Source: an optimization exercise on an open RTL-to-GDS flow (aim: small area, a short achievable clock period and few clock cycles). Production flows keep margins and buffers that such runs may drop.
Function was checked by simulation only, so behaviour that the tests miss may differ from the original.
Power is estimated from default activity; no workload was simulated.

### design/flow/flow/run.sh
#!/bin/bash
# The standard layout (the standard.sh: ORFS synthesis to the final layout),
# with repair_timing asked for a larger setup margin, so that it keeps sizing
# and buffering paths that already meet the clock period.
set -euo pipefail
bash standard.sh SETUP_SLACK_MARGIN=7.5 finish > standard_flow.log 2>&1
### design/flow/standard.sh
#!/bin/bash
# synth_recipe.tcl (not shown) runs the flow's synth.tcl, then flattens the netlist and writes it again
# the make line also repeats each setting of config.mk as NAME=value (left out here)
make -C /OpenROAD-flow-scripts/flow DESIGN_CONFIG=/design/flow/config.mk WORK_HOME=/design/flow/orfs CLKGATE_MAP_FILE= SYNTH_SCRIPT=/design/flow/synth_recipe.tcl "${@:-finish}"
### design/flow/config.mk
export PLATFORM = sky130hd
export DESIGN_NAME = pkt_engine
export DESIGN_NICKNAME = pkt_engine
export VERILOG_FILES = /design/flow/design.v
export SDC_FILE = /design/flow/constraint.sdc
export NUM_CORES = 4
export LEC_CHECK = 0
export CAP_MARGIN = 20
export CORE_MARGIN = 2
export CORE_UTILIZATION = 45
export PLACE_DENSITY = 0.6
export SLEW_MARGIN = 20
### design/flow/constraint.sdc
create_clock -name core_clock -period 12.0 [get_ports {clk}]
set_input_delay 2.4000 -clock core_clock [delete_from_list [all_inputs] [get_ports {clk}]]
set_output_delay 2.4000 -clock core_clock [all_outputs]
set_load 0.01 [all_outputs]
### design/flow/design.v
module pkt_engine (
    input  wire        clk,
    input  wire        rst,           
    input  wire        bus_valid,
    input  wire        bus_write,
    input  wire [15:0] bus_addr,
    input  wire [1:0]  bus_size,      
    input  wire [31:0] bus_wdata,
    output wire        bus_ready,
    output reg  [31:0] bus_rdata,
    input  wire [31:0] now,
    output wire        sink_valid,
    output wire [7:0]  sink_data,
    output wire        sink_last
);
    localparam [7:0]   PREAMBLE_BYTE = 8'hAA;
    localparam [7:0]   START_BYTE    = 8'h7E;
    reg        st_walk;        
    reg        st_fold;        
    reg        st_poll;        
    reg        st_init;        
    reg        w_ok;           
    reg        r_ok;           
    reg        rd_pend;        
    reg        rd_tx;          
    reg [5:0]  ra_off;         
    reg [1:0]  ra_size;
    reg [31:0] elapsed_q;      
    reg [31:0] cmd_q;
    reg [31:0] delay_cfg;
    reg        init_done;
    reg        role;           
    reg        ack_pending;
    reg [1:0]  cmd_err;
    reg        res_retry;      
    reg [3:0]  res_code;       
    reg [7:0]  local_addr;
    reg [7:0]  peer_addr;
    reg [31:0] max_delay;
    reg [15:0] tx_seq;
    reg [15:0] rx_seq;
    reg [31:0] t_send;
    reg [31:0] retry;
    reg [7:0]  last_dest;
    reg [5:0]  tx_len;         
    reg [32*11-1:0] stats;    
    reg [511:0] txb;           
    reg [511:0] rxb;           
    reg        walk_rx;        
    reg [1:0]  step;           
    reg [1:0]  step_last;
    reg [6:0]  lim;            
    reg [15:0] acc_s, acc_c;   
    reg        sink_v, sink_l;
    reg [7:0]  sink_d;
    reg        e_active;       
    reg        e_send;         
    reg        csum_done;      
    reg [5:0]  p;              
    assign sink_valid = sink_v;
    assign sink_data  = sink_d;
    assign sink_last  = sink_l;
    integer i, k;
    reg        stat_pend;      
    reg [10:0] stat_inc_q;
    wire busy = st_walk | st_fold | st_poll | st_init | e_active | stat_pend;
    assign bus_ready = r_ok | (bus_write & w_ok);
    wire xfer_w    = bus_valid & bus_write & w_ok;
    wire xfer_r    = bus_valid & ~bus_write & ~r_ok & ~rd_pend & ~busy;
    wire in_regs   = (bus_addr[15:12] == 4'h0);
    wire in_tx     = (bus_addr[15:12] == 4'h1);
    wire in_rx     = (bus_addr[15:12] == 4'h2);
    wire reg_ok    = in_regs & (bus_size == 2'd2) & (bus_addr[1:0] == 2'b00) & (bus_addr[11:7] == 5'd0);
    wire win_ok    = (bus_size == 2'd0) |
                     ((bus_size == 2'd1) & (bus_addr[0] == 1'b0)) |
                     ((bus_size == 2'd2) & (bus_addr[1:0] == 2'b00));
    wire win_in    = win_ok & (bus_addr[11:6] == 6'd0);
    wire wr_cmd    = xfer_w & reg_ok & (bus_addr[6:2] == 5'd0);
    wire wr_delay  = xfer_w & reg_ok & (bus_addr[6:2] == 5'd3);
    wire wr_tx     = xfer_w & in_tx & win_in;
    wire wr_rx     = xfer_w & in_rx & win_in;
    reg [63:0] hit;
    always @(*) begin
        for (i = 0; i < 64; i = i + 1) begin
            case (bus_size)
                2'd0:    hit[i] = (bus_addr[5:0] == i[5:0]);
                2'd1:    hit[i] = (bus_addr[5:1] == i[5:1]);
                default: hit[i] = (bus_addr[5:2] == i[5:2]);
            endcase
        end
    end
    wire [7:0] lane0 = bus_wdata[7:0];
    wire [7:0] lane1 = (bus_size == 2'd0) ? bus_wdata[7:0] : bus_wdata[15:8];
    wire [7:0] lane2 = (bus_size == 2'd2) ? bus_wdata[23:16] : bus_wdata[7:0];
    wire [7:0] lane3 = (bus_size == 2'd0) ? bus_wdata[7:0] :
                       (bus_size == 2'd1) ? bus_wdata[15:8] : bus_wdata[31:24];
    wire [3:0]  wop    = bus_wdata[3:0];
    wire [15:0] wlen   = bus_wdata[31:16];
    wire        op_ok  = (wop == 4'd1) | (wop == 4'd2) | (wop == 4'd3) | (wop == 4'd4);
    wire        len_ok = (wlen != 16'd0) & (wlen <= 16'd52);
    wire c_init  = wr_cmd & (wop == 4'd1);
    wire c_send  = wr_cmd & (wop == 4'd2) & init_done & len_ok;
    wire c_check = wr_cmd & (wop == 4'd3) & init_done;
    wire c_poll  = wr_cmd & (wop == 4'd4) & init_done;
    wire [1:0] c_err = ~op_ok ? 2'd1 : (~init_done & (wop != 4'd1)) ? 2'd2 :
                       ((wop == 4'd2) & ~len_ok) ? 2'd3 : 2'd0;
    wire [15:0] seq_inc  = (tx_seq == 16'hFFFF) ? 16'h0001 : tx_seq + 16'h0001;
    wire [15:0] send_seq = role ? rx_seq : seq_inc;
    wire [7:0]  send_dst = role ? peer_addr : bus_wdata[15:8];
    wire        timeout = ack_pending & (elapsed_q >= max_delay);
    wire [15:0] rx_fseq = {rxb[72 +: 8], rxb[64 +: 8]};
    wire [15:0] rx_flen = {rxb[88 +: 8], rxb[80 +: 8]};
    wire [15:0] rx_fcs  = {rxb[40 +: 8], rxb[32 +: 8]};
    reg        chk_fail;
    reg [3:0]  chk_code;
    always @(*) begin
        chk_fail = 1'b1;
        if (rxb[0 +: 8] != PREAMBLE_BYTE || rxb[8 +: 8] != PREAMBLE_BYTE || rxb[16 +: 8] != PREAMBLE_BYTE)
            chk_code = 4'd2;
        else if (rxb[24 +: 8] != START_BYTE)
            chk_code = 4'd3;
        else if (rxb[48 +: 8] != local_addr)
            chk_code = 4'd4;
        else if (!role && rxb[56 +: 8] != last_dest)
            chk_code = 4'd5;
        else if (!role && rx_fseq != tx_seq)
            chk_code = 4'd6;
        else if (role && rxb[56 +: 8] != peer_addr)
            chk_code = 4'd5;
        else if (rx_flen == 16'd0 || rx_flen > 16'd52)
            chk_code = 4'd7;
        else begin
            chk_code = 4'd0;
            chk_fail = 1'b0;
        end
    end
    wire       walking = st_walk;
    wire       spec = ~busy & ~rd_pend;
    wire [1:0] m_hi = step | p[5:4] | ra_off[5:4];
    wire [1:0] m_lo = p[3:2] | ra_off[3:2];
    wire       m_rx = ~(e_active | st_poll | st_fold | (st_walk & ~walk_rx) | rd_tx);
    wire [31:0] l1 [0:3];
    genvar g;
    generate
        for (g = 0; g < 4; g = g + 1) begin : g_l1
            reg [31:0] t, r;
            always @(*) begin
                case (m_hi)
                    2'd0: begin t = txb[32*g +: 32];      r = rxb[32*g +: 32];      end
                    2'd1: begin t = txb[32*(4+g) +: 32];  r = rxb[32*(4+g) +: 32];  end
                    2'd2: begin t = txb[32*(8+g) +: 32];  r = rxb[32*(8+g) +: 32];  end
                    default: begin t = txb[32*(12+g) +: 32]; r = rxb[32*(12+g) +: 32]; end
                endcase
            end
            assign l1[g] = m_rx ? r : t;
        end
    endgenerate
    wire [31:0] l2 = l1[m_lo];
    reg  [15:0] bmask;         
    reg  [15:0] wv [0:7];
    wire [6:0] lim_in = walking ? lim : {1'b0, rx_flen[5:0]} + 7'd12;
    always @(*) begin
        for (i = 0; i < 16; i = i + 1)
            bmask[i] = ({step, i[3:0]} >= 6'd8) & ({1'b0, step, i[3:0]} < lim_in);
        for (i = 0; i < 4; i = i + 1) begin
            wv[2*i]   = {l1[i][15:8]  & {8{bmask[4*i+1]}}, l1[i][7:0]   & {8{bmask[4*i]}}};
            wv[2*i+1] = {l1[i][31:24] & {8{bmask[4*i+3]}}, l1[i][23:16] & {8{bmask[4*i+2]}}};
        end
    end
    wire [15:0] as_in = (step == 2'd0) ? 16'd0 : acc_s;
    wire [15:0] ac_in = (step == 2'd0) ? 16'd0 : acc_c;
    function [31:0] csa(input [15:0] x, input [15:0] y, input [15:0] z);
        reg [15:0] mj;
        begin
            mj = (x & y) | (x & z) | (y & z);
            csa = {mj[14:0], mj[15], x ^ y ^ z};
        end
    endfunction
    wire [31:0] r1 = csa(as_in, ac_in, wv[0]);
    wire [31:0] r2 = csa(wv[1], wv[2], wv[3]);
    wire [31:0] r3 = csa(wv[4], wv[5], wv[6]);
    wire [31:0] r4 = csa(r1[15:0], r1[31:16], r2[15:0]);
    wire [31:0] r5 = csa(r2[31:16], r3[15:0], r3[31:16]);
    wire [31:0] r6 = csa(r4[15:0], r4[31:16], r5[15:0]);
    wire [31:0] r7 = csa(r5[31:16], wv[7], r6[15:0]);
    wire [31:0] r8 = csa(r6[31:16], r7[15:0], r7[31:16]);
    wire [16:0] e0   = {1'b0, acc_s} + {1'b0, acc_c};
    wire [15:0] e1   = acc_s + acc_c + 16'd1;
    wire [15:0] csum = ~(e0[16] ? e1 : e0[15:0]);
    wire fold_send  = st_fold & ~walk_rx;
    wire fold_check = st_fold & walk_rx;
    wire csum_bad   = (rx_fcs != csum);
    wire is_dup     = role & (rx_fseq == rx_seq);
    wire       poll_go  = st_poll & timeout;    
    wire       emit_go  = poll_go | (fold_check & ~csum_bad & is_dup);
    wire [7:0] mux_byte = l2[8*p[1:0] +: 8];
    wire       p_const  = e_send & (p[5:2] == 4'd0);
    wire       can_load = ~e_send | p_const | fold_send | csum_done;
    wire [7:0] src_byte = p_const ? ((p[1:0] == 2'd3) ? START_BYTE : PREAMBLE_BYTE) :
                          fold_send ? csum[7:0] : mux_byte;
    wire       p_last   = ({1'b0, p} == {1'b0, tx_len} + 7'd11);
    reg [10:0] stat_cmd;       
    reg [10:0] stat_inc;
    always @(*) begin
        stat_cmd = 11'd0;
        if (c_send) stat_cmd[0] = 1'b1;
        if (c_check & chk_fail) stat_cmd[chk_code + 4'd2] = 1'b1;
        stat_inc = stat_inc_q;
        if (poll_go) stat_inc[1] = 1'b1;
        if (fold_check) begin
            if (csum_bad)
                stat_inc[10] = 1'b1;
            else if (is_dup) begin
                stat_inc[3] = 1'b1;
                stat_inc[1] = 1'b1;
            end else
                stat_inc[2] = 1'b1;
        end
    end
    wire stat_clr = st_init;
    always @(posedge clk) begin
        if (rst) begin
            stat_pend  <= 1'b0;
            stat_inc_q <= 11'd0;
        end else begin
            stat_pend  <= |stat_cmd;
            stat_inc_q <= stat_cmd;
        end
        for (k = 0; k < 11; k = k + 1) begin
            if (rst || stat_clr)
                stats[32*k +: 32] <= 32'd0;
            else if (stat_inc[k])
                stats[32*k +: 32] <= stats[32*k +: 32] + 32'd1;
        end
    end
    wire init_clr = st_init;
    wire [7:0] ld0 = init_clr ? 8'd0 : lane0;
    wire [7:0] ld1 = init_clr ? 8'd0 : lane1;
    wire [7:0] ld2 = init_clr ? 8'd0 : lane2;
    wire [7:0] ld3 = init_clr ? 8'd0 : lane3;
    reg [7:0] hdr [0:11];
    always @(*) begin
        hdr[0]  = PREAMBLE_BYTE;
        hdr[1]  = PREAMBLE_BYTE;
        hdr[2]  = PREAMBLE_BYTE;
        hdr[3]  = START_BYTE;
        hdr[4]  = csum[7:0];
        hdr[5]  = csum[15:8];
        hdr[6]  = send_dst;
        hdr[7]  = local_addr;
        hdr[8]  = send_seq[7:0];
        hdr[9]  = send_seq[15:8];
        hdr[10] = wlen[7:0];
        hdr[11] = wlen[15:8];
    end
    always @(posedge clk) begin
        for (i = 0; i < 64; i = i + 1) begin
            if (i < 12 && (i == 4 || i == 5 ? fold_send : c_send))
                txb[8*i +: 8] <= hdr[i];
            else if (init_clr || (wr_tx && hit[i]))
                txb[8*i +: 8] <= (i % 4 == 0) ? ld0 : (i % 4 == 1) ? ld1 : (i % 4 == 2) ? ld2 : ld3;
            if (init_clr || (wr_rx && hit[i]))
                rxb[8*i +: 8] <= (i % 4 == 0) ? ld0 : (i % 4 == 1) ? ld1 : (i % 4 == 2) ? ld2 : ld3;
        end
    end
    reg [31:0] reg_rdata;
    always @(*) begin
        reg_rdata = 32'd0;
        case (bus_addr[6:2])
            5'd0:  reg_rdata = cmd_q;
            5'd1:  reg_rdata = {22'd0, cmd_err, 5'd0, ack_pending, role, init_done};
            5'd2:  reg_rdata = res_retry ? retry : {28'd0, res_code};
            5'd3:  reg_rdata = delay_cfg;
            5'd4:  reg_rdata = {24'd0, local_addr};
            5'd5:  reg_rdata = {24'd0, peer_addr};
            5'd6:  reg_rdata = max_delay;
            5'd7:  reg_rdata = {16'd0, tx_seq};
            5'd8:  reg_rdata = {16'd0, rx_seq};
            5'd9:  reg_rdata = t_send;
            5'd10: reg_rdata = retry;
            5'd11: reg_rdata = {24'd0, last_dest};
            5'd12: reg_rdata = {26'd0, tx_len};
            5'd13: reg_rdata = 32'h7EAA0040;
            5'd16: reg_rdata = stats[0 +: 32];
            5'd17: reg_rdata = stats[32 +: 32];
            5'd18: reg_rdata = stats[64 +: 32];
            5'd19: reg_rdata = stats[96 +: 32];
            5'd20: reg_rdata = stats[128 +: 32];
            5'd21: reg_rdata = stats[160 +: 32];
            5'd22: reg_rdata = stats[192 +: 32];
            5'd23: reg_rdata = stats[224 +: 32];
            5'd24: reg_rdata = stats[256 +: 32];
            5'd25: reg_rdata = stats[288 +: 32];
            5'd26: reg_rdata = stats[320 +: 32];
            default: reg_rdata = 32'd0;
        endcase
    end
    reg [31:0] win_rdata;
    always @(*) begin
        case (ra_size)
            2'd0:    win_rdata = {24'd0, l2[8*ra_off[1:0] +: 8]};
            2'd1:    win_rdata = {16'd0, ra_off[1] ? l2[31:16] : l2[15:0]};
            default: win_rdata = l2;
        endcase
    end
    wire rd_win = (in_tx | in_rx) & win_in;
    always @(posedge clk) begin
        if (xfer_r)
            bus_rdata <= reg_ok ? reg_rdata : 32'd0;
        else if (rd_pend)
            bus_rdata <= win_rdata;
    end
    always @(posedge clk) begin
        if (rst) begin
            st_walk     <= 1'b0;
            st_fold     <= 1'b0;
            st_poll     <= 1'b0;
            st_init     <= 1'b0;
            rd_tx       <= 1'b0;
            w_ok        <= 1'b1;
            r_ok        <= 1'b0;
            cmd_q       <= 32'd0;
            delay_cfg   <= 32'd0;
            init_done   <= 1'b0;
            role        <= 1'b0;
            ack_pending <= 1'b0;
            cmd_err     <= 2'd0;
            res_retry   <= 1'b0;
            res_code    <= 4'd0;
            local_addr  <= 8'd0;
            peer_addr   <= 8'd0;
            max_delay   <= 32'd0;
            tx_seq      <= 16'd0;
            rx_seq      <= 16'd0;
            t_send      <= 32'd0;
            retry       <= 32'd0;
            last_dest   <= 8'd0;
            tx_len      <= 6'd0;
            walk_rx     <= 1'b0;
            step        <= 2'd0;
            step_last   <= 2'd0;
            lim         <= 7'd0;
            acc_s       <= 16'd0;
            acc_c       <= 16'd0;
            rd_pend     <= 1'b0;
            ra_off      <= 6'd0;
            ra_size     <= 2'd0;
            elapsed_q   <= 32'd0;
            sink_v      <= 1'b0;
            sink_l      <= 1'b0;
            sink_d      <= 8'd0;
            e_active    <= 1'b0;
            e_send      <= 1'b0;
            csum_done   <= 1'b0;
            p           <= 6'd0;
        end else begin
            w_ok <= ~busy & ~sink_v & ~wr_cmd;
            r_ok    <= (xfer_r & ~rd_win) | rd_pend;
            rd_pend <= xfer_r & rd_win;
            rd_tx   <= xfer_r & rd_win & in_tx;
            if (xfer_r & rd_win) begin
                ra_off  <= bus_addr[5:0];
                ra_size <= bus_size;
            end else
                ra_off  <= 6'd0;
            if (wr_delay)
                delay_cfg <= bus_wdata;
            if (wr_cmd) begin
                cmd_q   <= bus_wdata;
                cmd_err <= c_err;
            end
            if (c_init)
                st_init <= 1'b1;
            if (st_init) begin
                st_init     <= 1'b0;
                role        <= cmd_q[4];
                local_addr  <= cmd_q[15:8];
                peer_addr   <= cmd_q[23:16];
                max_delay   <= delay_cfg;
                tx_seq      <= 16'd0;
                rx_seq      <= 16'd0;
                ack_pending <= 1'b0;
                t_send      <= 32'd0;
                retry       <= 32'd0;
                last_dest   <= 8'd0;
                tx_len      <= 6'd0;
                init_done   <= 1'b1;
                res_retry   <= 1'b0;
                res_code    <= 4'd0;
            end
            if (c_send) begin
                if (!role) begin
                    tx_seq      <= seq_inc;
                    ack_pending <= 1'b1;
                    t_send      <= now;
                    last_dest   <= bus_wdata[15:8];
                end
                tx_len    <= wlen[5:0];
                res_retry <= 1'b0;
                res_code  <= 4'd0;
                st_walk   <= 1'b1;
                walk_rx   <= 1'b0;
                step      <= 2'd0;
                step_last <= (wlen[5:0] + 6'd11) >> 4;
                lim       <= {1'b0, wlen[5:0]} + 7'd12;
                csum_done <= 1'b0;
            end
            if (c_check) begin
                if (chk_fail) begin
                    res_retry <= 1'b0;
                    res_code  <= chk_code;
                end else begin
                    walk_rx   <= 1'b1;
                    if (rx_flen[5:4] == 2'd0 && rx_flen[3:0] <= 4'd4) begin
                        st_fold <= 1'b1;
                    end else begin
                        st_walk <= 1'b1;
                        step    <= 2'd1;
                    end
                    step_last <= (rx_flen[5:0] + 6'd11) >> 4;
                    lim       <= {1'b0, rx_flen[5:0]} + 7'd12;
                end
            end
            if (c_poll) begin
                res_retry <= 1'b1;
                elapsed_q <= now - t_send;
                st_poll   <= 1'b1;
            end
            if (poll_go)
                retry <= retry + 32'd1;
            if (st_poll)
                st_poll <= 1'b0;
            if (walking || spec) begin
                acc_s <= r8[15:0];
                acc_c <= r8[31:16];
            end
            if (walking) begin
                if (step == step_last) begin
                    st_walk <= 1'b0;
                    st_fold <= 1'b1;
                    step    <= 2'd0;
                end else
                    step <= step + 2'd1;
            end
            if (st_fold) begin
                st_fold <= 1'b0;
                if (!walk_rx) begin
                    csum_done <= 1'b1;
                end else begin
                    res_retry <= 1'b0;
                    if (csum_bad)
                        res_code <= 4'd8;
                    else if (is_dup)
                        res_code <= 4'd1;
                    else begin
                        res_code <= 4'd0;
                        if (!role) begin
                            ack_pending <= 1'b0;
                            retry       <= 32'd0;
                        end else
                            rx_seq <= rx_fseq;
                    end
                end
            end
            if (c_send) begin
                sink_v   <= 1'b1;
                sink_d   <= PREAMBLE_BYTE;
                sink_l   <= 1'b0;
                p        <= 6'd1;
                e_active <= 1'b1;
                e_send   <= 1'b1;
            end else if (emit_go) begin
                sink_v   <= 1'b1;
                sink_d   <= mux_byte;
                sink_l   <= 1'b0;
                p        <= 6'd1;
                e_active <= 1'b1;
                e_send   <= 1'b0;
            end else if (e_active && can_load) begin
                sink_v <= 1'b1;
                sink_d <= src_byte;
                sink_l <= p_last;
                if (p_last) begin
                    p        <= 6'd0;
                    e_active <= 1'b0;
                end else
                    p <= p + 6'd1;
            end else
                sink_v <= 1'b0;
        end
    end
endmodule
==> results.sh, run 1 <==
export IMPL_hp_class="reg2reg"
export IMPL_ys_async_sr_fraction_pct=0
export IMPL_drt_iter0_drc=11500
export IMPL_maxSlewHeadroom_pct=10.1
export IMPL_hold_viol=0
export IMPL_cts_sinks=1763
export IMPL_root_buffer="clkbuf_16"
export IMPL_period_share_pct=44.4
export IMPL_switching_share_pct=23.5
export IMPL_finalSetupViolations=0
export IMPL_status="timing/DRC/antenna clean"
export IMPL_worstPathMaxFanout=8
export IMPL_vias_per_cell=6.39
export IMPL_finalMaxSlewViolations=0
export IMPL_io_buffer_count=128
export IMPL_power_switching_mw=3.05
export IMPL_fin_area_mm2=0.105
export IMPL_cp_required_ps=12810
export IMPL_criticalPathCategory="reg2reg"
export IMPL_vias=76800
export IMPL_wl_per_cell_um=32.0
export IMPL_cts_buffer_depth=3
export IMPL_clk_pin_slew_ps=60
export IMPL_cts_tree="built"
export IMPL_drtAntennaViolNets=0
export IMPL_syn_nets=9479
export IMPL_dpl_cell_area_mm2=0.0924
export IMPL_worstSetupEndpointType="flop"
export IMPL_yosysSeqAreaShare_pct=51.8
export IMPL_htree_num_levels=4
export IMPL_power_density_mw_per_mm2=123
export IMPL_wl_um=385000
export IMPL_core_area_mm2=0.195
export IMPL_start_util_pct=45.2
export IMPL_netlist_top_cells_count="nand2_1 (1801), edfxtp_1 (1024), nor2_1 (816)"
export IMPL_pwr_share_clk_pct=46.2
export IMPL_period_minus_slack_ps=5330
export IMPL_yosys_warnings=3
export IMPL_ys_types=100
export IMPL_ys_ff_latch=1763
export IMPL_power_frac_seq_pct=49.3
export IMPL_die_h_um=446
export IMPL_dieArea_mm2=0.199
export IMPL_power_frac_comb_pct=4.5
export IMPL_rsz0062_at_grt="true"
export IMPL_layout_drive_gt1_share_pct=15.2
export IMPL_syn_inst=9149
export IMPL_stdcell_count=12000
export IMPL_globalRouteOverflowTotal=0
export IMPL_finalClockSkew_ps=41.3
export IMPL_max_cap_violations=0
export IMPL_synth_edf_count=1024
export IMPL_hp_start="cmd_q[0]"
export IMPL_synth_ff_type="edfxtp_1"
export IMPL_place_congestion=1.03
export IMPL_power_leakage_nw=37.9
export IMPL_synth_most_common_cell="nand2_1"
export IMPL_antenna_found_initial=34
export IMPL_grt_max_degree=195
export IMPL_worst_pin_slew_ps=1330
export IMPL_die_w_um=446
export IMPL_r2r_start="rxb[83]"
export IMPL_hpwl_um=261000
export IMPL_area_growth_pct=19.9
export IMPL_cts_buffers=192
export IMPL_yosys_area_top_type_share_pct=35.0
export IMPL_fmax_mhz=188
export IMPL_yosys_area_top_type="edfxtp_1"
export IMPL_final_setup_tns_ps=0
export IMPL_clock_latency_ps=900
export IMPL_syn_cell_area_mm2=0.0879
export IMPL_rows=162
export IMPL_nets=9623
export IMPL_grt_usage_pct=37.5
export IMPL_grt_pass1_wl_um=533000
export IMPL_placed_cells=11400
export IMPL_ir_worst_vdd_mv=0.132
export IMPL_cp_arrival_ps=6130
export IMPL_ios=129
export IMPL_grt_pass1_vias=70400
export IMPL_ctsHoldBuffers=0
export IMPL_synth_area_leaders="edfxtp_1 (35%), dfxtp_1 (17%), nand2_1 (7.7%), nor2_1 (3.5%), a21oi_1 (3.3%)"
export IMPL_drtPass1Iterations=9
export IMPL_start_kind="flop"
export IMPL_p_int_mw=9.97
export IMPL_crit_start="rxb[83]"
export IMPL_synth_avg_cell_area_um2=9.61
export IMPL_drc=0
## layer usage
layer	track usage, %	vias to the layer above	wire length [um]
li1	-	33000	-
met3	9.71	1150	44700
met1	48.4	37800	144000
met5	0	-	99
met2	55.2	4775	164000
met4	25.5	18	32200
## layout by cell type, fill, tap and decap left out, drive strengths merged, types with 89 or more instances in the layout
cell,count
edfxtp,1024
ha,113
xor2,204
a31oi,149
fa,131
mux2i,126
dfxtp,739
o21ai,236
nor2,818
clkbuf,280
a22oi,120
nand3,463
a311oi,120
a21oi,582
nand4,115
and3,222
a21o,167
nor3,109
inv,253
nand2,1802
clkdlybuf4s50,89
xnor2,206
buf,374
## final timing paths
path | to | slack (ps) | cells after the start
worst max-delay path | acc_s[9] | 6670 | 21
worst min-delay path | cmd_q[0] | 460 | 2
worst max register to register | acc_s[9] | 6670 | 21
worst min register to register | cmd_q[0] | 460 | 2
## power by group through the flow
| stage | registers (mW) | clock network (mW) | logic (mW) |
|---|---|---|---|
| 3_5_place_dp | 6.55 | 0 | 0.504 |
| 3_3_place_gp | 6.55 | 0 | 0.501 |
| 5_1_grt | 6.42 | 6.27 | 0.589 |
| 6_report | 6.42 | 6.02 | 0.579 |
| 4_1_cts | 6.42 | 6.03 | 0.538 |
| 2_1_floorplan | 6.55 | 0 | 0.225 |
## logic make-up (layout without fill, tap and decap cells)
group | count (synthesis) | in the layout | share of synthesized area, %
xor gates and xnor gates | 412 | 412 | 4.13
adders and majority gates | 244 | 244 | 4.59
DFF | 1763 | 1763 | 51.8
and+or+nand+nor | 3979 | 3987 | 20.5
muxes | 158 | 158 | 2.15
AOI/OAI and AO/OA | 1762 | 1763 | 13.2
buffers and inverters | 831 | 1133 | 3.64
other | 0 | 19 | 0
## layout make-up
cell class	count	area, um2
repair buffers	521	6370
clock inverters	92	796
repair inverters	1	7.51
fillers	17000	89100
clock buffers	269	5510
flip-flops and latches	1763	45600
well taps	2542	3180
inverters	250	952
multi-input cells	6564	43000
diodes	19	47.5
## registers in the layout, summed over array words and instances (netlist names), 4 cells and up
register and flops:
rxb 512, txb 512, stats 352, bus_rdata 32
cmd_q 32, delay_cfg 32, elapsed_q 32, max_delay 32
retry 32, t_send 32, acc_c 16, acc_s 16
rx_seq 16, tx_seq 16, stat_inc_q 11, last_dest 8
local_addr 8, peer_addr 8, sink_d 8, lim 7
p 6, ra_off 6, tx_len 6, res_code 4
## timing repair
action,4_1_cts,5_1_grt
pin swaps,136,96
setup buffers,133,52
gates resized for setup,643,180
endpoints found under the setup margin,1520,1296
cloned,45,11
## stage by stage
step | total power [mW] | setup slack, ps | util [%] | hold WS [ps]
detailed placement | 7.06 | 4540 | 47.5 | 449
finish | 13.0 | 6670 | 54.2 | 460
CTS | 13.0 | 6730 | 53.5 | 457
global route | 13.3 | 6580 | 54.2 | 476
global placement | 7.06 | 4630 | 47.5 | 445
floorplan | 6.78 | 7030 | - | 434
## worst max-delay path, stage by stage (launching register included)
cell and delay [ps]:
edfxtp_1 440, inv_2 110, ha_4 160, xor2_4 190
o21ai_4 90, buf_12 140, ha_4 270, nand3_2 60
or2_4 290, nand2b_4 230, o21ai_4 200, buf_12 160
nor2_4 40, fa_1 460, fa_1 560, inv_1 70
fa_1 490, inv_1 50, fa_1 470, fa_2 540
nand2_1 50, a21oi_1 170
Testbench counts, summed over its fixed seeds: cycles 39,491.
==> run 2, diff against run 1 <==
--- a/design/flow/design.v
+++ b/design/flow/design.v
@@ -160,6 +160,7 @@
     reg  [15:0] wv [0:7];
-    wire [6:0] lim_in = walking ? lim : {1'b0, rx_flen[5:0]} + 7'd12;
+    wire [5:0] rxl = rx_flen[5:0];
+    wire [15:0] bmask_spec = {|rxl[5:2], (|rxl[5:2]) | (&rxl[1:0]), |rxl[5:1], 5'b11111, 8'd0};
     always @(*) begin
         for (i = 0; i < 16; i = i + 1)
-            bmask[i] = ({step, i[3:0]} >= 6'd8) & ({1'b0, step, i[3:0]} < lim_in);
+            bmask[i] = walking ? (({step, i[3:0]} >= 6'd8) & ({1'b0, step, i[3:0]} < lim)) : bmask_spec[i];
         for (i = 0; i < 4; i = i + 1) begin
==> design/flow/flow/run.sh (replaced) <==
#!/bin/bash
# The standard layout (the standard.sh: ORFS synthesis to the final layout),
# with repair_timing asked for a larger setup margin, so that it keeps sizing
# and buffering paths that already meet the clock period, and clock tree
# synthesis without dummy loads.
set -euo pipefail
bash standard.sh SETUP_SLACK_MARGIN=6.9 \
  "CTS_ARGS=-sink_clustering_enable -repair_clock_nets -dont_use_dummy_load" \
  finish > standard_flow.log 2>&1
==> run 2 against run 1 <==
Synthesized area increased by 0.24%; power fell by 7.8%; setup slack better by 70 ps; critical path type is now in2reg; largest power group unchanged; highest routed layer unchanged.
==> results.sh, run 2 <==
export IMPL_worstSetupEndpointType="flop"
export IMPL_clock_latency_ps=860
export IMPL_layout_drive_gt1_share_pct=14.0
export IMPL_drtPass1Iterations=9
export IMPL_final_core_util_pct=53.7
export IMPL_crit_path_end="bus_rdata[30]"
export IMPL_hp_class="reg2reg"
export IMPL_period_share_pct=43.8
export IMPL_rsz0062_at_grt="true"
export IMPL_hpwl_um=252000
export IMPL_yosysSeqAreaShare_pct=51.7
export IMPL_fmax_mhz=190
export IMPL_ys_types=107
export IMPL_wl_um=384000
export IMPL_gr_usage_met2_pct=53.9
export IMPL_maxSlewHeadroom_pct=13.2
export IMPL_p_int_mw=9.29
export IMPL_layout_commonest_cell="nand2_1"
export IMPL_power_density_mw_per_mm2=115
export IMPL_finalClockSkew_ps=97.3
export IMPL_grt_pass1_wl_um=518000
export IMPL_finalSetupViolations=0
export IMPL_stdcell_count=12200
export IMPL_globalRouteOverflowTotal=0
export IMPL_top_usage_layer="met2"
export IMPL_worst_r2r_endpoint="acc_s[9]"
export IMPL_place_congestion=1.05
export IMPL_setup_slack_ps=6740
export IMPL_drt_iter0_drc=11600
export IMPL_r2r_start="st_fold"
export IMPL_cp_required_ps=12510
export IMPL_nets=9893
export IMPL_start_util_pct=45.3
export IMPL_largest_registers="rxb: 512 flops, txb: 512 flops, stats: 352 flops"
export IMPL_criticalPathCategory="in2reg"
export IMPL_core_area_mm2=0.195
export IMPL_syn_cell_area_mm2=0.0882
export IMPL_synth_ff_type="edfxtp_1"
export IMPL_hold_viol=0
export IMPL_cts_sinks=1763
export IMPL_crit_start="bus_addr[5]"
export IMPL_antenna_found_initial=30
export IMPL_netlist_top_cells_count="nand2_1 (2057), edfxtp_1 (1024), nor2_1 (822)"
export IMPL_status="timing/DRC/antenna clean"
export IMPL_power_frac_comb_pct=4.5
export IMPL_nFillCells=17100
export IMPL_path_cells="clkdlybuf4s15_2 > inv_1 > nand3_1 > buf_4 > nor2_2 > buf_4 > a222oi_1 > o2111ai_1 > a31oi_2 > o22ai_1"
export IMPL_cts_tree="built"
export IMPL_cts_buffers=189
export IMPL_mostFrequentLayoutCells="nand2_1 (2025), edfxtp_1 (1024), nor2_1 (747)"
export IMPL_ys_ff_latch=1763
export IMPL_placed_cells=11700
export IMPL_drc=0
export IMPL_synth_area_leaders="edfxtp_1 (35%), dfxtp_1 (17%), nand2_1 (8.8%), nor2_1 (3.5%), nand3_1 (3.1%)"
export IMPL_yosys_area_top_type_share_pct=34.9
export IMPL_yosys_warnings=3
export IMPL_worst_pin_slew_ps=1300
export IMPL_wl_per_cell_um=31.5
export IMPL_power_mw=12.0
export IMPL_rows=162
export IMPL_dpl_cell_area_mm2=0.0923
export IMPL_crit_top_cell="buf_4"
export IMPL_power_switching_mw=2.71
export IMPL_worstPathMaxFanout=20
export IMPL_finalMaxSlewViolations=0
export IMPL_critPathSlowestCell="a222oi_1"
export IMPL_slowest_delay_ps=630
export IMPL_ir_worst_vdd_mv=0.121
export IMPL_synth_avg_cell_area_um2=9.46
export IMPL_dieArea_mm2=0.199
export IMPL_cp_arrival_ps=5770
export IMPL_die_w_um=447
export IMPL_area_growth_pct=18.7
export IMPL_drtAntennaViolNets=0
export IMPL_cts_buffer_depth=3
export IMPL_reg2reg_depth=18
export IMPL_period_minus_slack_ps=5260
export IMPL_ys_async_sr_fraction_pct=0
export IMPL_fin_area_mm2=0.105
export IMPL_syn_inst=9314
export IMPL_root_buffer="clkbuf_16"
export IMPL_timing_hold_ws_ps=460
export IMPL_htree_num_levels=4
export IMPL_start_kind="input pin"
export IMPL_synth_most_common_cell="nand2_1"
export IMPL_ios=129
export IMPL_synth_edf_count=1024
export IMPL_ctsHoldBuffers=0
export IMPL_yosys_area_top_type="edfxtp_1"
export IMPL_power_frac_seq_pct=53.5
export IMPL_met1_usage_pct=46.3
export IMPL_final_setup_tns_ps=0
export IMPL_grt_util_met3_pct=9.03
export IMPL_syn_nets=9644
export IMPL_io_buffer_count=128
export IMPL_max_cap_violations=0
export IMPL_vias_per_cell=6.33
export IMPL_die_h_um=447
export IMPL_pwr_share_clk_pct=42.0
export IMPL_preCtsSetupSlack_ps=3540
export IMPL_clk_pin_slew_ps=50
export IMPL_power_leakage_nw=37.3
export IMPL_switching_share_pct=22.6
export IMPL_grt_max_degree=212
export IMPL_r2r_slack_ps=6790
export IMPL_grt_usage_pct=36.3
export IMPL_vias=77300
export IMPL_grt_pass1_vias=69600
## run 2: power groups by stage
stage / clock network [mW] / registers [mW] / logic, mW
finish: 5.04 / 6.42 / 0.543
global route: 5.25 / 6.42 / 0.554
CTS: 5.05 / 6.42 / 0.512
detailed placement: 0 / 6.55 / 0.503
global placement: 0 / 6.55 / 0.495
floorplan: 0 / 6.56 / 0.220
## run 2: timing repair
action	in CTS	in global routing
endpoints found under the setup margin	1228	557
cloned	41	36
gates resized for setup	377	396
pin swaps	32	140
setup buffers	98	139
## run 2: routing by layer
| metal | wire [um] | vias up |
|---|---|---|
| met5 | 129 | - |
| met4 | 32800 | 10 |
| met3 | 44700 | 1181 |
| met2 | 165000 | 4980 |
| met1 | 142000 | 37800 |
| li1 | - | 33300 |
## run 2: cells by family after synthesis
family / synth area share, %
xor gates and xnor gates: 4.44
buffers and inverters: 3.92
AOI/OAI and AO/OA: 11.6
and+or+nand+nor: 22.0
adders and majority gates: 4.58
muxes: 1.80
DFF: 51.7
## run 2: worst max-delay path, delay by kind of cell
| family | cells | cell delay, ps |
|---|---|---|
| AO/OA/AOI/OAI | 4 | 1720 |
| buffers and inverters | 4 | 1390 |
| AND/OR/NAND/NOR | 2 | 190 |
## run 2: worst min path at each step
stage,startpoint,end,slack (ps),cells after the start
5_1_grt,elapsed_q[25],elapsed_q[25],470,2
2_1_floorplan,st_poll,st_poll,430,1
3_5_place_dp,cmd_q[27],cmd_q[27],450,2
6_report,elapsed_q[26],elapsed_q[26],460,2
4_1_cts,elapsed_q[3],elapsed_q[3],460,2
3_3_place_gp,cmd_q[2],cmd_q[2],440,2
## run 2: layout make-up
cell class | instances | area, um2 | share of cell area (%)
multi-input combinational | 6704 | 42300 | 40.4
antenna | 16 | 40.0 | 0.0382
inverter | 283 | 1070 | 1.02
timing repair buffer | 622 | 7670 | 7.33
tap | 2624 | 3280 | 3.14
sequential | 1763 | 45600 | 43.5
clock buffer | 189 | 4730 | 4.52
Testbench counts of run 2, summed over its fixed seeds: cycles 39,491.
==> run 3, diff against run 2 <==
==> design/flow/flow/run.sh (replaced) <==
#!/bin/bash
# The standard layout (the standard.sh: ORFS synthesis to the final layout),
# with repair_timing asked for a larger setup margin, so that it keeps sizing
# and buffering paths that already meet the clock period, and clock tree
# synthesis without dummy loads and with larger sink clusters.
set -euo pipefail
bash standard.sh SETUP_SLACK_MARGIN=6.9 \
  "CTS_ARGS=-sink_clustering_enable -repair_clock_nets -dont_use_dummy_load -sink_clustering_size 28 -sink_clustering_max_diameter 70" \
  finish > standard_flow.log 2>&1
==> run 3 against run 2 <==
Core utilization decreased by 1.3 points; largest cell class unchanged; critical path type unchanged; via count shrank 0.44%; register-to-register slack better by 20 ps; synthesized cell count did not move; non-clock buffer count decreased by 25; hold slack lost 0.88 ps; setup slack improved by 18 ps; still clean; critical endpoint is now bus_rdata[13].
==> results.sh, run 3 <==
export IMPL_critPathSlowestCell="a221oi_1"
export IMPL_hp_start="elapsed_q[19]"
export IMPL_die_w_um=447
export IMPL_cts_sinks=1763
export IMPL_min_to="elapsed_q[19]"
export IMPL_rows=162
export IMPL_power_frac_comb_pct=5.0
export IMPL_grt_pass1_vias=69200
export IMPL_yosys_area_top_type="edfxtp_1"
export IMPL_drtPass1Iterations=7
export IMPL_ios=129
export IMPL_place_congestion=1.05
export IMPL_synth_avg_cell_area_um2=9.46
export IMPL_vias_per_cell=6.35
export IMPL_r2r_start="step[0]"
export IMPL_antenna_found_initial=29
export IMPL_layout_commonest_cell="nand2_1"
export IMPL_core_area_mm2=0.195
export IMPL_io_buffer_count=128
export IMPL_worstSetupEndpointType="flop"
export IMPL_drt_iter0_drc=11400
export IMPL_grt_pass1_wl_um=516000
export IMPL_wl_um=383000
export IMPL_finalMaxSlewViolations=0
export IMPL_worstPathMaxFanout=23
export IMPL_syn_cell_area_mm2=0.0882
export IMPL_synth_edf_count=1024
export IMPL_cts_buffer_depth=3
export IMPL_preCtsSetupSlack_ps=3540
export IMPL_ir_worst_vdd_mv=0.123
export IMPL_power_switching_mw=2.49
export IMPL_area_growth_pct=16.0
export IMPL_period_minus_slack_ps=5240
export IMPL_synth_ff_type="edfxtp_1"
export IMPL_yosys_warnings=3
export IMPL_cp_required_ps=12500
export IMPL_fin_area_mm2=0.102
export IMPL_ys_ff_latch=1763
export IMPL_dpl_cell_area_mm2=0.0923
export IMPL_hpwl_um=252000
export IMPL_clock_latency_ps=850
export IMPL_p_int_mw=8.28
export IMPL_drc=0
export IMPL_final_core_util_pct=52.5
export IMPL_synth_area_leaders="edfxtp_1 (35%), dfxtp_1 (17%), nand2_1 (8.8%), nor2_1 (3.5%), nand3_1 (3.1%)"
export IMPL_yosysSeqAreaShare_pct=51.7
export IMPL_ys_async_sr_fraction_pct=0
export IMPL_cp_arrival_ps=5730
export IMPL_switching_share_pct=23.1
export IMPL_syn_inst=9314
export IMPL_dieArea_mm2=0.199
export IMPL_globalRouteOverflowTotal=0
export IMPL_final_setup_tns_ps=0
export IMPL_hp_class="reg2reg"
export IMPL_slowest_delay_ps=790
export IMPL_reg2reg_depth=21
export IMPL_largest_registers="rxb: 512 flops, txb: 512 flops, stats: 352 flops"
export IMPL_root_buffer="clkbuf_16"
export IMPL_power_leakage_nw=36.2
export IMPL_max_cap_violations=0
export IMPL_hold_viol=0
export IMPL_worst_r2r_endpoint="acc_s[10]"
export IMPL_ctsHoldBuffers=0
export IMPL_grt_usage_pct=36.2
export IMPL_period_share_pct=43.6
export IMPL_r2r_slack_ps=6810
export IMPL_grt_max_degree=212
export IMPL_crit_top_cell="a221oi_1"
export IMPL_layout_drive_gt1_share_pct=12.7
export IMPL_min_path_cells=2
export IMPL_cts_tree="built"
export IMPL_yosys_area_top_type_share_pct=34.9
export IMPL_path_cells="clkdlybuf4s50_1 > buf_6 > nor2_1 > nand2_2 > nor2_2 > buf_4 > a221oi_1 > nand3_1 > a221oi_1 > o22ai_1"
export IMPL_power_mw=10.8
export IMPL_clk_pin_slew_ps=60
export IMPL_wl_per_cell_um=31.6
export IMPL_finalClockSkew_ps=138
export IMPL_drtAntennaViolNets=0
export IMPL_start_kind="input pin"
export IMPL_finalSetupViolations=0
export IMPL_worst_pin_slew_ps=1230
export IMPL_cts_buffers=119
export IMPL_setup_slack_ps=6760
export IMPL_pwr_share_clk_pct=35.4
export IMPL_ys_types=107
export IMPL_power_density_mw_per_mm2=105
export IMPL_criticalPathCategory="in2reg"
export IMPL_mostFrequentLayoutCells="nand2_1 (2029), edfxtp_1 (1024), nor2_1 (758)"
export IMPL_nets=9799
export IMPL_die_h_um=447
export IMPL_htree_num_levels=3
export IMPL_fmax_mhz=191
export IMPL_power_frac_seq_pct=59.5
export IMPL_syn_nets=9644
export IMPL_start_util_pct=45.3
export IMPL_netlist_top_cells_count="nand2_1 (2057), edfxtp_1 (1024), nor2_1 (822)"
export IMPL_vias=76900
export IMPL_status="timing/DRC/antenna clean"
export IMPL_synth_most_common_cell="nand2_1"
export IMPL_maxSlewHeadroom_pct=17.8
export IMPL_rsz0062_at_grt="true"
==> run 3: cell counts after synthesis <==
No cell type changed its count.
==> run 3: worst max-delay path by stage <==
stage | cells after the start | to | start
after floorplan | 21 | acc_s[1] | e_active
after global placement | 12 | tx_seq[15] | bus_size[0]
after detailed placement | 12 | txb[79] | bus_size[0]
after CTS | 3 | bus_ready | bus_write
after global routing | 17 | acc_s[0] | step[0]
final | 10 | bus_rdata[13] | bus_addr[4]
==> run 3: cells by family (layout without fill, tap and decap cells) <==
family,Yosys count,count (layout),synth area share (%)
simple gates,4308,4314,22.0
flops,1763,1763,51.7
compound gates,1563,1563,11.6
buf+inv,852,999,3.92
xor+xnor,443,443,4.44
fa+ha+maj,244,244,4.58
mux,141,141,1.80
other cells,0,20,0
==> run 3: final cells by class <==
cell class / count / area (um2)
Fill cell: 17400 / 92600
Sequential cell: 1763 / 45600
Multi-Input combinational cell: 6705 / 42000
Timing Repair Buffer: 597 / 7320
Tap cell: 2624 / 3280
Clock buffer: 119 / 2980
Inverter: 283 / 1070
Antenna cell: 20 / 50.0
==> run 3: power by group through the flow <==
stage	clock network (mW)	logic (mW)	registers [mW]
2_1_floorplan	0	0.220	6.56
3_3_place_gp	0	0.495	6.55
3_5_place_dp	0	0.503	6.55
4_1_cts	3.83	0.513	6.41
5_1_grt	4.02	0.554	6.41
6_report	3.81	0.543	6.41
==> run 3: per-layer routing <==
metal / track usage [%] / part of all wire, % / vias to the layer above / routed length, um
met3: 8.49 / 11 / 1155 / 43800
met4: 25.1 / 8.5 / 10 / 32400
met2: 54.3 / 43 / 4900 / 164000
met1: 46.1 / 37 / 37800 / 142000
li1: - / - / 33100 / -
met5: 0.0977 / 0.016 / - / 63
==> run 3: what timing repair did <==
| action | in CTS | in global routing |
|---|---|---|
| endpoints found under the hold margin | 0 | 0 |
| pin swaps | 54 | 116 |
| setup endpoints to repair | 1245 | 582 |
| buffers inserted | 120 | 91 |
| gates cloned | 41 | 38 |
| gates resized for setup | 403 | 298 |
==> run 3: stage by stage <==
step / hold slack, ps / cells
after floorplan: 432 / 9314
after global placement: 444 / 11700
after detailed placement: 451 / 11700
after CTS: 463 / 12000
after global routing: 477 / 12100
final: 459 / 12100
==> run 3: critical path: cells and delay by family <==
family / cells / cell delay (ps)
compound gates: 3 / 1360
buf+inv: 3 / 1050
simple gates: 4 / 860
==> run 4, diff against run 3 <==
--- a/design/flow/flow/run.sh
+++ b/design/flow/flow/run.sh
@@ -7,3 +7,3 @@
 bash standard.sh SETUP_SLACK_MARGIN=6.9 \
-  "CTS_ARGS=-sink_clustering_enable -repair_clock_nets -dont_use_dummy_load -sink_clustering_size 28 -sink_clustering_max_diameter 70" \
+  "CTS_ARGS=-sink_clustering_enable -repair_clock_nets -dont_use_dummy_load -sink_clustering_size 24 -sink_clustering_max_diameter 60" \
   finish > standard_flow.log 2>&1
==> run 4 against run 3 <==
Global-route usage up 0.18 points; highest routed layer unchanged; critical path type is now in2out; final cell count down 0.27%; setup slack better by 51 ps; clock power up 13%; largest cell class unchanged; design area down 0.29%; core utilization down 0.15 points; flip-flop and latch count unchanged; critical path depth down 7; synthesized area unchanged; sequential share of layout area up 0.13 points; count of clock-buffer cells in the layout up 26; combinational power about the same.
==> results.sh, run 4 <==
export IMPL_status="timing/DRC/antenna clean"
export IMPL_p_int_mw=8.67
export IMPL_setup_slack_ps=6810
export IMPL_mostFrequentLayoutCells="nand2_1 (2040), edfxtp_1 (1024), nor2_1 (766)"
export IMPL_hpwl_um=252000
export IMPL_dieArea_mm2=0.199
export IMPL_stdcell_count=12100
export IMPL_preCtsSetupSlack_ps=3540
export IMPL_nFillCells=17400
export IMPL_drtPass1Iterations=7
export IMPL_power_frac_comb_pct=4.8
export IMPL_power_switching_mw=2.58
export IMPL_yosys_warnings=3
export IMPL_yosys_area_top_type="edfxtp_1"
export IMPL_power_mw=11.2
export IMPL_area_growth_pct=15.6
export IMPL_power_frac_seq_pct=57.0
export IMPL_period_share_pct=43.2
export IMPL_yosys_area_top_type_share_pct=34.9
export IMPL_worstPathMaxFanout=2
export IMPL_finalClockSkew_ps=105
export IMPL_ys_types=107
export IMPL_timing_hold_ws_ps=460
export IMPL_synth_avg_cell_area_um2=9.46
export IMPL_cts_tree="built"
export IMPL_synth_most_common_cell="nand2_1"
export IMPL_final_setup_tns_ps=0
export IMPL_cts_buffers=145
export IMPL_worst_pin_slew_ps=1240
export IMPL_reg2reg_depth=20
export IMPL_finalMaxSlewViolations=0
export IMPL_grt_max_degree=212
export IMPL_grt_usage_pct=36.3
export IMPL_placed_cells=11700
export IMPL_max_cap_violations=0
export IMPL_final_core_util_pct=52.3
export IMPL_fmax_mhz=193
export IMPL_place_congestion=1.05
export IMPL_clk_pin_slew_ps=60
export IMPL_ios=129
export IMPL_fin_area_mm2=0.102
export IMPL_root_buffer="clkbuf_16"
export IMPL_criticalPathCategory="in2out"
export IMPL_power_leakage_nw=36.2
export IMPL_ys_async_sr_fraction_pct=0
export IMPL_switching_share_pct=22.9
export IMPL_finalSetupViolations=0
export IMPL_synth_area_leaders="edfxtp_1 (35%), dfxtp_1 (17%), nand2_1 (8.8%), nor2_1 (3.5%), nand3_1 (3.1%)"
export IMPL_maxSlewHeadroom_pct=17.0
export IMPL_cp_required_ps=9600
export IMPL_wl_per_cell_um=31.6
export IMPL_die_h_um=447
export IMPL_dpl_cell_area_mm2=0.0923
export IMPL_vias=76300
export IMPL_synth_edf_count=1024
export IMPL_ys_ff_latch=1763
export IMPL_cp_arrival_ps=2790
export IMPL_drtAntennaViolNets=0
export IMPL_cts_sinks=1763
export IMPL_syn_inst=9314
export IMPL_hp_class="reg2reg"
export IMPL_core_area_mm2=0.195
export IMPL_globalRouteOverflowTotal=0
export IMPL_drc=0
export IMPL_power_density_mw_per_mm2=110
export IMPL_cts_buffer_depth=3
export IMPL_nets=9774
export IMPL_layout_commonest_cell="nand2_1"
export IMPL_drt_iter0_drc=11500
export IMPL_start_util_pct=45.3
export IMPL_antenna_found_initial=25
export IMPL_die_w_um=447
export IMPL_hold_viol=0
export IMPL_syn_cell_area_mm2=0.0882
export IMPL_ir_worst_vdd_mv=0.133
export IMPL_yosysSeqAreaShare_pct=51.7
export IMPL_clock_latency_ps=840
export IMPL_worstSetupEndpointType="output pin"
export IMPL_multi_input_area_mm2=0.0416
export IMPL_regArea_mm2=0.0456
export IMPL_min_path_cells=2
export IMPL_period_minus_slack_ps=5190
export IMPL_rows=162
export IMPL_vias_per_cell=6.31
export IMPL_syn_nets=9644
export IMPL_pwr_share_clk_pct=38.1
export IMPL_ctsHoldBuffers=0
export IMPL_io_buffer_count=128
export IMPL_grt_pass1_vias=69300
export IMPL_largest_registers="rxb: 512 flops, txb: 512 flops, stats: 352 flops"
export IMPL_layout_drive_gt1_share_pct=11.6
export IMPL_r2r_slack_ps=6900
export IMPL_start_kind="input pin"
export IMPL_netlist_top_cells_count="nand2_1 (2057), edfxtp_1 (1024), nor2_1 (822)"
export IMPL_rsz0062_at_grt="true"
export IMPL_grt_pass1_wl_um=518000
export IMPL_synth_ff_type="edfxtp_1"
export IMPL_wl_um=381000
export IMPL_htree_num_levels=4
run 4: cell counts after synthesis:
Identical to the previous run, type by type.
run 4: final timing paths:
kind,startpoint,to
min reg2reg,elapsed_q[19],elapsed_q[19]
max,bus_write,bus_ready
min,elapsed_q[19],elapsed_q[19]
max reg2reg,step[0],acc_s[10]
run 4: routing by layer:
| metal | vias to the layer above | track usage [%] | routed length, um |
|---|---|---|---|
| met5 | - | 0.0977 | 63 |
| met4 | 10 | 25.9 | 33300 |
| met3 | 1124 | 9.12 | 43600 |
| met2 | 4706 | 53.8 | 163000 |
| met1 | 37400 | 46.3 | 142000 |
| li1 | 33000 | - | - |
run 4: kinds of logic (layout without fill, tap and decap cells):
| kind of cell | after synthesis | after routing | synth area share (%) |
|---|---|---|---|
| mux | 141 | 141 | 1.80 |
| compound gates | 1563 | 1563 | 11.6 |
| other cells | 0 | 12 | 0 |
| flops | 1763 | 1763 | 51.7 |
| fa+ha+maj | 244 | 244 | 4.58 |
| buf+inv | 852 | 975 | 3.92 |
| simple gates | 4308 | 4313 | 22.0 |
| xor+xnor | 443 | 443 | 4.44 |
run 4: final cells by class:
cell class | instances | area share [%]
sequential | 1763 | 44.7
antenna | 12 | 0.0295
tap | 2624 | 3.22
timing repair buffer | 547 | 6.61
clock buffer | 145 | 3.56
inverter | 283 | 1.05
multi-input combinational | 6704 | 40.8
run 4: worst max-delay path, cell delays in order:
cell	delay, ps
buf_8	100
a21o_1	150
buf_2	140
run 4: power groups by stage:
stage | Clock (mW) | Sequential, mW | Combinational (mW)
floorplan | 0 | 6.56 | 0.220
global placement | 0 | 6.55 | 0.495
detailed placement | 0 | 6.55 | 0.503
CTS | 4.30 | 6.42 | 0.513
global route | 4.49 | 6.42 | 0.554
finish | 4.29 | 6.42 | 0.542
run 4: repair_timing:
item | in CTS | in global routing
setup buffers | 84 | 83
gates resized for setup | 356 | 230
endpoints found under the setup margin | 1244 | 597
endpoints found under the hold margin | 0 | 0
pin swaps | 25 | 84
cloned | 40 | 32
==> run 5, diff against run 4 <==
--- a/design/flow/flow/run.sh
+++ b/design/flow/flow/run.sh
@@ -6,3 +6,3 @@
 set -euo pipefail
-bash standard.sh SETUP_SLACK_MARGIN=6.9 \
+bash standard.sh SETUP_SLACK_MARGIN=6.8 \
   "CTS_ARGS=-sink_clustering_enable -repair_clock_nets -dont_use_dummy_load -sink_clustering_size 24 -sink_clustering_max_diameter 60" \
==> run 5 against run 4 <==
The run now fails in 5_1_grt; synthesized area did not move; synthesized cell count did not move.
==> results.sh, run 5 <==
export IMPL_htree_num_levels=4
export IMPL_synth_most_common_cell="nand2_1"
export IMPL_syn_inst=9314
export IMPL_die_w_um=447
export IMPL_syn_cell_area_mm2=0.0882
export IMPL_worst_endpoint="acc_s[15]$_SDFFE_PP0P_/D"
export IMPL_netlist_top_cells_count="nand2_1 (2057), edfxtp_1 (1024), nor2_1 (822)"
export IMPL_ys_types=107
export IMPL_grt_max_degree=201
export IMPL_antenna_found_initial=31
export IMPL_cts_buffer_depth=3
export IMPL_synth_area_leaders="edfxtp_1 (35%), dfxtp_1 (17%), nand2_1 (8.8%), nor2_1 (3.5%), nand3_1 (3.1%)"
export IMPL_yosys_area_top_type="edfxtp_1"
export IMPL_error="[ERROR GRT-0229] Vertical edge usage exceeds the maximum allowed. (9, 1) usage=65535 limit=2200"
export IMPL_ys_async_sr_fraction_pct=0
export IMPL_synth_edf_count=1024
export IMPL_syn_nets=9644
export IMPL_ys_ff_latch=1763
export IMPL_worst_ep_kind="sequential cell input"
export IMPL_ios=129
export IMPL_synth_ff_type="edfxtp_1"
export IMPL_synth_avg_cell_area_um2=9.46
export IMPL_yosys_area_top_type_share_pct=34.9
export IMPL_yosysSeqAreaShare_pct=51.7
export IMPL_hpwl_um=254000
export IMPL_stop_stage="5_1_grt"
export IMPL_cts_buffers=148
export IMPL_place_congestion=1.06
export IMPL_ctsHoldBuffers=0
export IMPL_start_util_pct=45.3
export IMPL_rows=162
export IMPL_yosys_warnings=3
export IMPL_cts_sinks=1763
export IMPL_status="stopped before the end"
export IMPL_preCtsSetupSlack_ps=4310
export IMPL_root_buffer="clkbuf_16"
export IMPL_io_buffer_count=128
export IMPL_die_h_um=447
==> run 5: worst max-delay path by stage <==
stage / from / depth (start not counted) / end / slack (ps)
2_1_floorplan: p[5] / 22 / acc_s[3] / 6810
3_3_place_gp: bus_addr[8] / 10 / txb[79] / 4020
4_1_cts: step[0] / 17 / acc_s[8] / 6750
3_5_place_dp: bus_addr[8] / 10 / txb[65] / 4310
==> run 5: timing repair <==
item                                    in CTS
pin swaps                                   19
cloned                                      29
buffers inserted                            60
gates resized for setup                    287
endpoints found under the setup margin    1047
==> run 5: logic make-up after synthesis <==
logic type | after synthesis | synth area share [%]
AO/OA/AOI/OAI | 1563 | 11.6
XOR/XNOR | 443 | 4.44
adder cells (fa/ha/maj) | 244 | 4.58
buffers and inverters | 852 | 3.92
flip-flops | 1763 | 51.7
multiplexers | 141 | 1.80
AND/OR/NAND/NOR | 4308 | 22.0
==> run 5: power by group through the flow <==
stage                     Sequential [mW]  Combinational (mW)  Clock (mW)
after floorplan                      6.56               0.220           0
after global placement               6.55               0.496           0
after detailed placement             6.55               0.504           0
after CTS                            6.42               0.511        4.35
==> run 5: through the flow <==
stage / area, um2 / cells
2_1_floorplan: 88200 / 9314
3_3_place_gp: 92200 / 11700
3_5_place_dp: 92200 / 11700
4_1_cts: 98500 / 11900
==> run 6, diff against run 5 <==
--- a/design/flow/design.v
+++ b/design/flow/design.v
@@ -27,3 +27,3 @@
     reg [1:0]  ra_size;
-    reg [31:0] elapsed_q;      
+    reg [31:0] now_q;          
     reg [31:0] cmd_q;
@@ -109,3 +109,4 @@
     wire [7:0]  send_dst = role ? peer_addr : bus_wdata[15:8];
-    wire        timeout = ack_pending & (elapsed_q >= max_delay);
+    wire [31:0] elapsed = now_q - t_send;
+    wire        timeout = ack_pending & (elapsed >= max_delay);
     wire [15:0] rx_fseq = {rxb[72 +: 8], rxb[64 +: 8]};
@@ -348,3 +349,3 @@
             ra_size     <= 2'd0;
-            elapsed_q   <= 32'd0;
+            now_q       <= 32'd0;
             sink_v      <= 1'b0;
@@ -426,3 +427,3 @@
                 res_retry <= 1'b1;
-                elapsed_q <= now - t_send;
+                now_q     <= now;
                 st_poll   <= 1'b1;
==> design/flow/flow/run.sh (replaced) <==
#!/bin/bash
# The standard layout (the standard.sh: ORFS synthesis to the final layout),
# with repair_timing asked for a larger setup margin, so that it keeps sizing
# and buffering paths that already meet the clock period, and clock tree
# synthesis without dummy loads.
set -euo pipefail
bash standard.sh SETUP_SLACK_MARGIN=6.9 \
  "CTS_ARGS=-sink_clustering_enable -repair_clock_nets -dont_use_dummy_load -buf_list sky130_fd_sc_hd__clkbuf_8" \
  finish > standard_flow.log 2>&1
--- a/design/flow/config.mk
+++ b/design/flow/config.mk
@@ -10,2 +10,3 @@
 export CORE_UTILIZATION = 45
+export CTS_BUF_LIST = sky130_fd_sc_hd__clkbuf_8
 export PLACE_DENSITY = 0.6
==> run 6 against run 5 <==
The run now finishes clean; synthesized area up 0.43%; synthesized cell count up 0.48%.
==> results.sh, run 6 <==
export IMPL_dieArea_mm2=0.200
export IMPL_clk_pin_slew_ps=60
export IMPL_power_mw=11.7
export IMPL_hpwl_um=259000
export IMPL_hold_viol=0
export IMPL_worst_pin_slew_ps=1370
export IMPL_ios=129
export IMPL_area_growth_pct=18.4
export IMPL_ctsHoldBuffers=0
export IMPL_nets=10100
export IMPL_period_share_pct=46.8
export IMPL_place_congestion=1.03
export IMPL_yosys_warnings=3
export IMPL_grt_pass1_wl_um=537000
export IMPL_clock_latency_ps=1130
export IMPL_layout_drive_gt1_share_pct=15.0
export IMPL_cts_tree="built"
export IMPL_cts_buffer_depth=4
export IMPL_finalMaxSlewViolations=0
export IMPL_finalClockSkew_ps=129
export IMPL_worstSetupEndpointType="flop"
export IMPL_die_w_um=448
export IMPL_ys_async_sr_fraction_pct=0
export IMPL_synth_edf_count=1024
export IMPL_fin_area_mm2=0.105
export IMPL_cts_buffers=324
export IMPL_synth_ff_type="edfxtp_1"
export IMPL_dpl_cell_area_mm2=0.0928
export IMPL_worstPathMaxFanout=4
export IMPL_cp_arrival_ps=6660
export IMPL_criticalPathCategory="reg2reg"
export IMPL_syn_inst=9359
export IMPL_die_h_um=448
export IMPL_power_leakage_nw=38.1
export IMPL_largest_registers="rxb: 512 flops, txb: 512 flops, stats: 352 flops"
export IMPL_status="timing/DRC/antenna clean"
export IMPL_layout_commonest_cell="nand2_1"
export IMPL_mostFrequentLayoutCells="nand2_1 (1846), edfxtp_1 (1024), dfxtp_1 (722)"
export IMPL_globalRouteOverflowTotal=0
export IMPL_grt_pass1_vias=71600
export IMPL_syn_cell_area_mm2=0.0885
export IMPL_drtAntennaViolNets=0
export IMPL_cts_sinks=1763
export IMPL_grt_max_degree=183
export IMPL_drc=0
export IMPL_syn_nets=9689
export IMPL_netlist_top_cells_count="nand2_1 (1909), edfxtp_1 (1024), dfxtp_1 (739)"
export IMPL_grt_usage_pct=37.7
export IMPL_drt_iter0_drc=12400
export IMPL_synth_most_common_cell="nand2_1"
export IMPL_core_area_mm2=0.195
export IMPL_root_buffer="clkbuf_8"
export IMPL_fmax_mhz=178
export IMPL_maxSlewHeadroom_pct=7.15
export IMPL_synth_area_leaders="edfxtp_1 (35%), dfxtp_1 (17%), nand2_1 (8.1%), nand3_1 (3.8%), a21oi_1 (3.2%)"
export IMPL_wl_per_cell_um=32.2
export IMPL_rsz0062_at_grt="true"
export IMPL_synth_avg_cell_area_um2=9.46
export IMPL_ys_ff_latch=1763
export IMPL_max_cap_violations=0
export IMPL_preCtsSetupSlack_ps=4410
export IMPL_finalSetupViolations=0
export IMPL_rows=162
export IMPL_yosysSeqAreaShare_pct=51.4
export IMPL_ys_types=96
export IMPL_yosys_area_top_type_share_pct=34.7
export IMPL_final_setup_tns_ps=0
export IMPL_start_kind="flop"
export IMPL_start_util_pct=45.4
export IMPL_wl_um=397000
export IMPL_antenna_found_initial=24
export IMPL_ir_worst_vdd_mv=0.0890
export IMPL_cp_required_ps=13040
export IMPL_yosys_area_top_type="edfxtp_1"
export IMPL_setup_slack_ps=6380
export IMPL_io_buffer_count=128
export IMPL_vias_per_cell=6.45
export IMPL_power_density_mw_per_mm2=111
export IMPL_final_core_util_pct=53.7
export IMPL_drtPass1Iterations=7
export IMPL_hp_class="reg2reg"
export IMPL_period_minus_slack_ps=5620
export IMPL_htree_num_levels=5
export IMPL_vias=79700
-- run 6: final timing paths --
check / depth (start not counted) / slack (ps) / to / from
worst max-delay path: 27 / 6380 / retry[16] / t_send[1]
worst min-delay path: 2 / 450 / now_q[0] / now_q[0]
worst max register to register: 27 / 6380 / retry[16] / t_send[1]
worst min register to register: 2 / 450 / now_q[0] / now_q[0]
-- run 6: where the power goes --
| part | internal (mW) | leakage, nW | switching (mW) | total (mW) |
|---|---|---|---|---|
| combinational | 0.104 | 20.6 | 0.376 | 0.480 |
| sequential | 6.42 | 15.2 | 0.00542 | 6.43 |
| clock | 2.38 | 2.33 | 2.37 | 4.75 |
-- run 6: critical path, stage by stage, from the launching register on --
cell and delay, ps:
dfxtp_2 350, inv_4 40, ha_4 200, nor2b_4 120
o31a_1 290, o41ai_4 460, a21oi_1 130, o21ai_1 200
a21oi_2 120, o211ai_1 190, buf_4 170, a31oi_4 80
a221o_1 360, a21o_1 200, a21oi_2 160, xnor2_1 80
ha_1 320, a21oi_2 80, nor2b_2 210, nor4_4 60
o211ai_1 80, buf_4 200, and4_4 260, buf_12 110
nand4_1 220, buf_6 260, or4_4 470, a21oi_2 140
-- run 6: layout make-up --
| class | instances | area, um2 |
|---|---|---|
| Clock buffer | 324 | 4460 |
| Tap cell | 2624 | 3280 |
| Sequential cell | 1763 | 45600 |
| Fill cell | 17200 | 90400 |
| Inverter | 298 | 1120 |
| Multi-Input combinational cell | 6726 | 42900 |
| Antenna cell | 19 | 47.5 |
| Timing Repair Buffer | 608 | 7400 |
-- run 6: what timing repair did --
item | CTS | global route
gates cloned | 53 | 29
endpoints found under the setup margin | 749 | 290
setup buffers | 97 | 127
gates resized for setup | 498 | 392
pin swaps | 131 | 173
-- run 6: stage by stage --
| step | cells | hold slack [ps] |
|---|---|---|
| 3_3_place_gp | 11700 | 446 |
| 6_report | 12400 | 454 |
| 2_1_floorplan | 9359 | 433 |
| 4_1_cts | 12200 | 454 |
| 3_5_place_dp | 11700 | 448 |
| 5_1_grt | 12300 | 460 |
-- run 6: cells by family (layout without fill, tap and decap cells) --
kind of cell,Yosys count,after routing,share of synthesized area (%)
mux,182,182,2.41
fa+ha+maj,244,244,4.56
buf+inv,885,1230,3.79
xor+xnor,382,382,3.81
compound gates,1730,1730,12.6
simple gates,4173,4188,21.4
other cells,0,19,0
flops,1763,1763,51.4
-- run 6: routing by layer --
layer / share of wire, % / GRT usage, % / wire length (um)
met1: 38 / 50.3 / 151000
met3: 13 / 10.1 / 50700
met5: 0.015 / 0.0244 / 58
met4: 7.5 / 23.6 / 29700
met2: 42 / 54.1 / 166000
Testbench counts of run 6, summed over its fixed seeds: cycles 39,491.

-- afterwards: timing with drivers on the ports --
How much do the figures lean on ideal ports? The routed layouts below were timed once more, with nothing changed but the port constraints. Step 1: set_driving_cell puts a clkbuf_16 on clk and a buf_2 on each other input, an assumption about the parent block. Step 2, shift: input delay + t, output delay - t, t = (earliest + latest rising clock arrival at the registers) / 2. This alone moves slack from input paths to output paths. a / b / c = no drivers / after step 1 / after step 2; a / b = the first two.
| run | t, ns | setup slack, ns | worst setup path after step 2 | cell pins on the clock port's net |
|---|---|---|---|---|
| run 1 | 0.960 | 6.675 / 6.675 / 6.369 | input to register | 1 |
| run 2 | 0.911 | 6.744 / 6.692 / 5.781 | input to register | 1 |
| run 3 | 0.876 | 6.763 / 6.776 / 5.927 | input to register | 1 |
| run 4 | 0.884 | 6.814 / 6.773 / 5.889 | input to register | 1 |
| run 6 | 1.162 | 6.382 / 6.382 / 5.515 | input to register | 1 |
After both steps setup and hold are still met in every run listed. The setup slack of run 2, which loses most, moves by -0.052 ns with the drivers and by -0.963 ns with both steps.
